Context: an optimization exercise on an open-source flow, tuned for small area, a short achievable clock period and few clock cycles. The choices shown serve that exercise and are no tape-out recipe.
In this exercise RTL edits were held to simulation tests only and were not proved equivalent to the original.
Power and IR drop assume default switching activity.

==> flow/design.v (excerpt) <==
module txfec (
    input  wire        clk,
    input  wire        rst_n,       
    input  wire        cmd_valid,
    output wire        cmd_ready,
    input  wire [31:0] cmd,
    output wire        rsp_valid,
    input  wire        rsp_ready,
    output wire [3:0]  rsp_st,
    output wire [31:0] rsp_res
);
Size in the first run: roughly 2100 flip-flops.
Settings: LEC_CHECK=0, CAP_MARGIN=20, CORE_MARGIN=2, CORE_UTILIZATION=50, CTS_CLUSTER_DIAMETER=70, CTS_CLUSTER_SIZE=20, SLEW_MARGIN=20; clock period 24.0 ns.
standard.sh (not shown) runs the stock make flow with config.mk's settings and CLKGATE_MAP_FILE= SYNTH_SCRIPT=/design/flow/synth_recipe.tcl, a recipe that flattens the netlist after the stock synthesis.
==> flow/flow/run.sh <==
#!/bin/bash
# The standard layout, with the port buffers made of buf_4 cells instead of
# the slow delay buffer buffer_ports picks by default.
set -euo pipefail
export BUFFER_PORTS_ARGS="-buffer_cell sky130_fd_sc_hd__buf_4"
bash standard.sh > standard.log 2>&1
The baseline ran to the end with violations: max-capacitance violations, max-slew violations.
Testbench counts at the start, summed over its fixed seeds: cycles 32,921.
Edit:
--- a/flow/design.v
+++ b/flow/design.v
@@ -73,72 +73,65 @@
     localparam [3:0] EV_RESYNC   = 4'h6;
     localparam [7:0] SYNC_BYTE = 8'h47;
     reg [31:0] c_q;
     reg        c_v;
     reg        rdy;
     assign cmd_ready = rdy;
     wire acc = cmd_valid && rdy;
     wire c_go;
     reg q1v;
     reg [11:0] ra_hi;
     reg [15:0] ra_lo;
-    reg [7:0]  op_q;          
     integer di;
     always @(posedge clk)
         if (!(c_v && q1v)) begin
             c_q <= cmd;
             for (di = 0; di < 12; di = di + 1)
                 ra_hi[di] <= (cmd[23:20] == di + 4);
             for (di = 0; di < 16; di = di + 1)
                 ra_lo[di] <= (cmd[19:16] == di);
-            op_q[0] <= (cmd[31:28] == 4'h1) && (cmd[27:8]  == 20'd0);   
-            op_q[1] <= (cmd[31:28] == 4'h2) && (cmd[27:8]  == 20'd0);   
-            op_q[2] <= (cmd[31:28] == 4'h3) && (cmd[27:16] == 12'd0);   
-            op_q[3] <= (cmd[31:28] == 4'h4) && (cmd[27:24] == 4'd0);    
-            op_q[4] <= (cmd[31:28] == 4'h5) && (cmd[27:8]  == 20'd0);   
-            op_q[5] <= (cmd[31:28] == 4'h6) && (cmd[27:8]  == 20'd0);   
-            op_q[6] <= (cmd[31:28] == 4'h8) && (cmd[27:24] == 4'd0) &&
-                       (cmd[15:0] == 16'd0);                           
-            op_q[7] <= (cmd[31:28] == 4'h9) && (cmd[27:24] == 4'd0);    
         end
     reg rst_q;
     always @(posedge clk)
         rst_q <= rst_n;
     reg        cfg_m2ts, cfg_piden;
     reg [12:0] tpid;
     reg [7:0]  k;             
     reg        hunt;
     reg        ccv;
     reg [3:0]  ccl;
     reg        hdr_v;         
     reg [27:0] hdr;           
     reg [32:0] pcr_base;
     reg [8:0]  pcr_ext;
     reg        pcrv;
     reg [26:0] pcrms;         
     wire [31:0] cnt_h84, cnt_h2418, cnt_par, cnt_sync, cnt_disc;
     wire [31:0] cnt_tei, cnt_cc, cnt_pkt, cnt_ill;
     reg [5:0]  dv_n;          
     reg [6:0]  dv_r;          
     reg [26:0] dv_q;          
+    wire [3:0]  op   = c_q[31:28];
     wire [7:0]  b    = c_q[7:0];
     wire [7:0]  addr = c_q[23:16];
     wire [15:0] val  = c_q[15:0];
-    wire is_brev  = op_q[0];
-    wire is_h84   = op_q[1];
-    wire is_h84a  = op_q[2];
-    wire is_h2418 = op_q[3];
-    wire is_par   = op_q[4];
-    wire is_tsb   = op_q[5];
-    wire is_rd    = op_q[6];
-    wire is_wr    = op_q[7];
+    wire z27_8  = (c_q[27:8]  == 20'd0);
+    wire z27_24 = (c_q[27:24] == 4'd0);
+    wire is_brev  = (op == 4'h1) && z27_8;
+    wire is_h84   = (op == 4'h2) && z27_8;
+    wire is_h84a  = (op == 4'h3) && (c_q[27:16] == 12'd0);
+    wire is_h2418 = (op == 4'h4) && z27_24;
+    wire is_par   = (op == 4'h5) && z27_8;
+    wire is_tsb   = (op == 4'h6) && z27_8;
+    wire is_rd    = (op == 4'h8) && z27_24 && (c_q[15:0] == 16'd0);
+    wire is_wr    = (op == 4'h9) && z27_24;
     wire legal    = is_brev || is_h84 || is_h84a || is_h2418 || is_par ||
                     is_tsb || is_rd || is_wr;
     wire b47 = (b == SYNC_BYTE);
     wire a_cfg   = (addr == 8'h00);
     wire a_tpid  = (addr == 8'h01);
     wire a_ctrl  = (addr == 8'h02);
     wire [7:0] brev_b = {b[0], b[1], b[2], b[3], b[4], b[5], b[6], b[7]};
     wire [7:0] lut0, lut1;
     txfec_h84_lut u_lut0 (.b(c_q[7:0]),  .lut(lut0));
     txfec_h84_lut u_lut1 (.b(c_q[15:8]), .lut(lut1));
     wire       unc0 = lut0[7];
@@ -345,28 +338,28 @@
     txfec_cnt2 u_cnt_h84 (.clk(clk), .clr(cnt_clr),
         .inc1(c_go && ((is_h84 && unc0) || (is_h84a && (unc0 ^ unc1)))),
         .inc2(c_go && is_h84a && unc0 && unc1), .c(cnt_h84));
     txfec_cnt u_cnt_h2418 (.clk(clk), .clr(cnt_clr), .inc(c_go && is_h2418 && h24_unc), .c(cnt_h2418));
     txfec_cnt u_cnt_par   (.clk(clk), .clr(cnt_clr), .inc(c_go && is_par && perr), .c(cnt_par));
     txfec_cnt u_cnt_sync  (.clk(clk), .clr(cnt_clr), .inc(t_sync), .c(cnt_sync));
     txfec_cnt u_cnt_disc  (.clk(clk), .clr(cnt_clr), .inc(t_sync || (tsb_go && hunt && !b47)), .c(cnt_disc));
     txfec_cnt u_cnt_tei   (.clk(clk), .clr(cnt_clr), .inc(pkt_end && f_tei), .c(cnt_tei));
     txfec_cnt u_cnt_cc    (.clk(clk), .clr(cnt_clr), .inc(pkt_end && f_ccerr), .c(cnt_cc));
     txfec_cnt u_cnt_pkt   (.clk(clk), .clr(cnt_clr), .inc(pkt_end), .c(cnt_pkt));
     txfec_cnt u_cnt_ill   (.clk(clk), .clr(cnt_clr), .inc(c_go && !legal), .c(cnt_ill));
-    reg [35:0] q0, q1;
+    reg [33:0] q0, q1;
     reg        qe, rv;
     assign c_go = c_v && !q1v;
-    wire [35:0] x = {x_st, x_res};
+    wire [33:0] x = {x_st[3], x_st[0], x_res};
     assign rsp_valid = rv;
-    assign rsp_st    = q0[35:32];
+    assign rsp_st    = {q0[33], q0[33], q0[33], q0[32]};
     assign rsp_res   = q0[31:0];
     always @(posedge clk) begin
         q0 <= rsp_ready ? (q1v ? q1 : x) : (qe ? x : q0);
         q1 <= q1v ? q1 : x;
     end
     wire pop     = rsp_ready && !qe;
     wire n0      = c_go || (!qe && !pop) || q1v;
     wire n1      = (c_go && !qe && !pop) || (q1v && !pop);
     wire cv_next = acc || (c_v && q1v);
     always @(posedge clk) begin
         if (!rst_n) begin
Effect: Now the flow ran to the end with no violations. Non-clock buffer count is lower by 6. Final cell count stays flat. Die area barely changes. Synthesized cell count is higher by 0.62%. First-iteration DRC count hardly moves. Routed wire length is higher by 3.6%. Worst setup slack got worse by 0.060 ns. Total power is lower by 0.65%. Clock power is lower by about 2%.
Testbench counts after the change, summed over its fixed seeds: cycles 32,921.

## port drivers added, routing unchanged
The results above use ideal ports. As a check the final layouts listed here were re-extracted and re-timed, cells and wires unchanged. Step 1 sets driving cells, clkbuf_16 on the clock port and buf_2 on the other inputs (assumed; they add their load-dependent delay and slew). Step 2 moves the port delays by t, midway between the first and last clock arrival at a register: inputs arrive t later, outputs are due t later. That takes back most of the time a late clock gives input paths. Three values: ideal ports, drivers, drivers and shift; two values: the first two.
run | t (ns) | setup slack, ns | worst setup path at the end | worst data-port slew with drivers (ns)
the first run | 0.943 | 17.812 / 17.715 / 17.160 | input to register | 0.47
the second run | 0.940 | 17.752 / 17.657 / 17.779 | register to register | 0.05
For the first run, which loses most, drivers alone change the setup slack by -0.097 ns; drivers and shift together by -0.652 ns.
